This is an optimization exercise on Yosys and OpenROAD, whose aim is small area, a short achievable clock period and few clock cycles per item, not a production implementation.
Function was checked by simulation only, so behaviour that the tests miss may differ from the original.
The flow treats the clock pin as an ideal source, which a real chip does not have.

==> lagoon <==
## hdu_top
module hdu_top (
    input  wire        clk,
    input  wire        rst,         
    input  wire        in_valid,
    output wire        in_ready,
    input  wire [31:0] in_cmd,
    input  wire [31:0] in_opa,
    input  wire [31:0] in_opb,
    output reg         out_valid,
    output wire [31:0] out_result,
    output wire [31:0] out_status
);
    localparam [2:0] OP_HD  = 3'd1;
    localparam [2:0] OP_CFG = 3'd2;
    localparam [2:0] OP_ENC = 3'd3;
    localparam [2:0] OP_DEC = 3'd4;
    localparam [2:0] C_ILLEGAL   = 3'd1;
    localparam [2:0] C_BAD_MOD   = 3'd2;
    localparam [2:0] C_BAD_THR   = 3'd3;
    localparam [2:0] C_NOT_CFG   = 3'd4;
    localparam [2:0] C_SYM_RANGE = 3'd5;
    assign in_ready = 1'b1;
    reg        s1_valid;
    reg        s1_ok;           
    reg [2:0]  s1_op;           
    reg [31:0] s1_x;            
    reg [5:0]  s1_b;            
    reg        s1_bz;           
    wire hd_sel = (in_cmd[3:0] == 4'd1);
    always @(posedge clk) begin
  ...
clock: 44.0 ns
lec_check: 0
abc_area: 1
abc_clock_period_in_ps: 9000
cap_margin: 20
core_margin: 2
core_utilization: 40
slew_margin: 20
standard.sh (not shown) runs the stock make flow with config.mk's settings and CLKGATE_MAP_FILE= SYNTH_SCRIPT=/design/flow/synth_recipe.tcl, a recipe that flattens the netlist after the stock synthesis.
==> flow/flow/run.sh <==
#!/bin/bash
# The standard layout (standard.sh), with these changes to how the layout
# is made (constraints untouched):
#  - synthesis runs Yosys's synth with -noabc, so the full adders written in
#    the RTL reach extract_fa without the polarity changes abc -fast makes,
#    extract_fa takes full adders only, and the final ABC mapping uses an
#    area script (flow/synth_abc.tcl,
#    flow/abc_area_strong.script);
#  - ports are buffered with sky130_fd_sc_hd__buf_1;
#  - clock tree: larger sink clusters, small clock buffers, no dummy loads;
#  - before clock tree synthesis, the flip-flops that drive both an output
#    port and internal logic are sized up (flow/upsize_out_ffs.tcl);
#  - repair_timing over-fixes setup by the margin in flow/margin.txt.
set -o pipefail
export SETUP_SLACK_MARGIN=$(cat flow/margin.txt)
export BUFFER_PORTS_ARGS="-buffer_cell sky130_fd_sc_hd__buf_1"
export PRE_CTS_TCL=$PWD/flow/upsize_out_ffs.tcl
export CTS_ARGS="-sink_clustering_enable -repair_clock_nets -dont_use_dummy_load -sink_clustering_size 24 -sink_clustering_max_diameter 60 -buf_list {sky130_fd_sc_hd__clkbuf_4 sky130_fd_sc_hd__clkbuf_8} -root_buf sky130_fd_sc_hd__clkbuf_8"
sed "s|@WORK@|$PWD|g" flow/synth_abc.tcl > synth_abc.tcl
bash standard.sh SYNTH_ARGS=-noabc SYNTH_SCRIPT=$PWD/synth_abc.tcl finish > standard.log 2>&1
==> flow/flow/abc_area_strong.script <==
strash
dch -f
map -a
mfs2
strash
dch -f
map -a
mfs2
strash
dch -f
map -a
topo
dnsize -c
==> flow/flow/margin.txt <==
34.0
==> flow/flow/synth_abc.tcl <==
# The standard flow's synthesis script (synth_recipe.tcl in the work folder), run with two
# changes: extract_fa extracts full adders only (half adders are left to ABC,
# which absorbs their inversions), and Yosys's abc call maps with
# flow/abc_area_strong.script instead of the script ORFS picks.  Everything else, including the synth wrapper that
# skips the fsm and share passes, the flattening and the renaming, is
# synth_recipe.tcl's own text.
set fh [open @WORK@/synth_recipe.tcl]; set bsrc [read $fh]; close $fh
set fh [open $::env(SCRIPTS_DIR)/synth.tcl]; set ssrc [read $fh]; close $fh
set old {log_cmd abc {*}$abc_args}
if {[string first $old $ssrc] < 0} { error "synth_abc.tcl: abc call not found in synth.tcl" }
set ssrc [string map [list $old {log_cmd abc -script @WORK@/flow/abc_area_strong.script {*}[lrange $abc_args 2 end]}] $ssrc]
set old {extract_fa {*}[dont_use_extract_fa_args]}
if {[string first $old $ssrc] < 0} { error "synth_abc.tcl: extract_fa call not found in synth.tcl" }
set ssrc [string map [list $old {extract_fa -fa}] $ssrc]
set line {source $::env(SCRIPTS_DIR)/synth.tcl}
if {[string first $line $bsrc] < 0} { error "synth_abc.tcl: synth.tcl not sourced by synth_recipe.tcl" }
set fh [open @WORK@/synth_patched.tcl w]; puts $fh $ssrc; close $fh
set bsrc [string map [list $line "source @WORK@/synth_patched.tcl"] $bsrc]
eval $bsrc
==> flow/flow/upsize_out_ffs.tcl <==
# Size up the flip-flops that drive an output port's buffer and also logic
# inside the design (three or more loads; eight or more get the larger
# size): their clock-to-output delay, slowed by that load, is the longest
# path to the outputs.
set ups {}
set ups4 {}
foreach p [get_ports {out_*}] {
  foreach inst [get_fanin -to $p -startpoints_only -only_cells] {
    if {[catch {set ref [get_name [get_lib_cells -of_objects $inst]]}]} { continue }
    if {$ref ne "sky130_fd_sc_hd__dfxtp_1"} { continue }
    set name [get_full_name $inst]
    set loads [get_pins -of_objects [get_nets -of_objects [get_pins $name/Q]] -filter "direction==input"]
    if {[llength $loads] >= 8} {
      lappend ups4 $name
    } elseif {[llength $loads] >= 3} {
      lappend ups $name
    }
  }
}
foreach i [lsort -unique $ups] {
  replace_cell [get_cells $i] sky130_fd_sc_hd__dfxtp_2
  puts "upsized $i to dfxtp_2"
}
foreach i [lsort -unique $ups4] {
  replace_cell [get_cells $i] sky130_fd_sc_hd__dfxtp_4
  puts "upsized $i to dfxtp_4"
}
==> quartz (differences from lagoon) <==
==> flow/flow/run.sh (replaced) <==
#!/bin/bash
# The standard layout (standard.sh), with these changes to how the layout
# is made (constraints untouched):
#  - synthesis runs Yosys's synth with -noabc, so the full adders written in
#    the RTL reach extract_fa without the polarity changes abc -fast makes,
#    and the final ABC mapping uses an area script (flow/synth_abc.tcl,
#    flow/abc_area_strong.script);
#  - ports are buffered with sky130_fd_sc_hd__buf_1;
#  - clock tree: larger sink clusters, small clock buffers, no dummy loads;
#  - repair_timing over-fixes setup by the margin in flow/margin.txt.
set -o pipefail
export SETUP_SLACK_MARGIN=$(cat flow/margin.txt)
export BUFFER_PORTS_ARGS="-buffer_cell sky130_fd_sc_hd__buf_1"
export CTS_ARGS="-sink_clustering_enable -repair_clock_nets -dont_use_dummy_load -sink_clustering_size 24 -sink_clustering_max_diameter 60 -buf_list {sky130_fd_sc_hd__clkbuf_4 sky130_fd_sc_hd__clkbuf_8} -root_buf sky130_fd_sc_hd__clkbuf_8"
sed "s|@WORK@|$PWD|g" flow/synth_abc.tcl > synth_abc.tcl
bash standard.sh SYNTH_ARGS=-noabc SYNTH_SCRIPT=$PWD/synth_abc.tcl finish > standard.log 2>&1
==> flow/flow/abc_area_strong.script (replaced) <==
strash
dch -f
map -a
mfs2
strash
dch -f
map -a
topo
dnsize -c
==> flow/flow/margin.txt (replaced) <==
33.4
==> flow/flow/synth_abc.tcl (replaced) <==
# The standard flow's synthesis script (synth_recipe.tcl in the work folder), run with one
# change: Yosys's abc call maps with flow/abc_area_strong.script instead of
# the script ORFS picks.  Everything else, including the synth wrapper that
# skips the fsm and share passes, the flattening and the renaming, is
# synth_recipe.tcl's own text.
set fh [open @WORK@/synth_recipe.tcl]; set bsrc [read $fh]; close $fh
set fh [open $::env(SCRIPTS_DIR)/synth.tcl]; set ssrc [read $fh]; close $fh
set old {log_cmd abc {*}$abc_args}
if {[string first $old $ssrc] < 0} { error "synth_abc.tcl: abc call not found in synth.tcl" }
set ssrc [string map [list $old {log_cmd abc -script @WORK@/flow/abc_area_strong.script {*}[lrange $abc_args 2 end]}] $ssrc]
set line {source $::env(SCRIPTS_DIR)/synth.tcl}
if {[string first $line $bsrc] < 0} { error "synth_abc.tcl: synth.tcl not sourced by synth_recipe.tcl" }
set fh [open @WORK@/synth_patched.tcl w]; puts $fh $ssrc; close $fh
set bsrc [string map [list $line "source @WORK@/synth_patched.tcl"] $bsrc]
eval $bsrc
removed: flow/flow/upsize_out_ffs.tcl
==> parameters.txt <==
Parameter                              Value

Logic synthesis
  Commonest cells in the synthesized netlist    nor2_1 (149), nand2_1 (121), clkinv_1 (98)
  Cell count after synthesis    900

GRT
  Wire length of the first global-routing pass    34.1 mm
  Routing usage on met2    0.342
  Via count of the first global-routing pass    6391
  Pin count of the biggest net entering global routing    35

Setup path
  Startpoint class of the critical path    primary input
  Largest fanout on the critical path    32

Run status
  Status  no timing/DRC/antenna violations

Finish
  Area growth from synthesis to final layout    13.0%
  Non-Clock Inverter Count    98

Detailed routing
  Wire length the detailed router placed on met1    9.98 mm
That was lagoon.
==> parameters.txt <==
Parameter                              Value

Finish
  Area growth from synthesis to final layout    12.3%
  Non-Clock Inverter Count    124

GRT
  Via count of the first global-routing pass    6469
  Wire length of the first global-routing pass    34.5 mm

Setup path
  Largest fanout on the critical path    4

Run status
  Status  no timing/DRC/antenna violations
That was quartz.
Testbench counts of lagoon, summed over its fixed seeds: cycles 16,016, items 16,000.
Testbench counts of quartz, summed over its fixed seeds: cycles 16,016, items 16,000.

==> afterwards: timing with drivers on the ports <==
In the flow no input, the clock included, has a driving cell. The finished layouts below were timed again as built, in two steps. Step 1, drivers: a clkbuf_16 drives clk and a buf_2 each remaining input, both assumed. Step 2, shift: input delay + t, output delay - t, t = (earliest + latest rising clock arrival at the registers) / 2. This alone moves slack from input paths to output paths. Three values: no drivers, after step 1, after step 2; two values: the first two.
run	t (ns)	slack for setup (ns)	latest minus earliest clock arrival (ns)	slew at the worst register clock pin (ns)	cell pins on the clock port's net
lagoon	0.399	34.173 / 34.169 / 33.791	0.027 / 0.027	0.09 / 0.09	1
quartz	0.396	34.093 / 34.053 / 33.836	0.026 / 0.026	0.09 / 0.09	1
After both steps every run listed still meets setup and hold. The setup slack of lagoon, which loses most, moves by -0.004 ns with the drivers and by -0.382 ns with both steps.
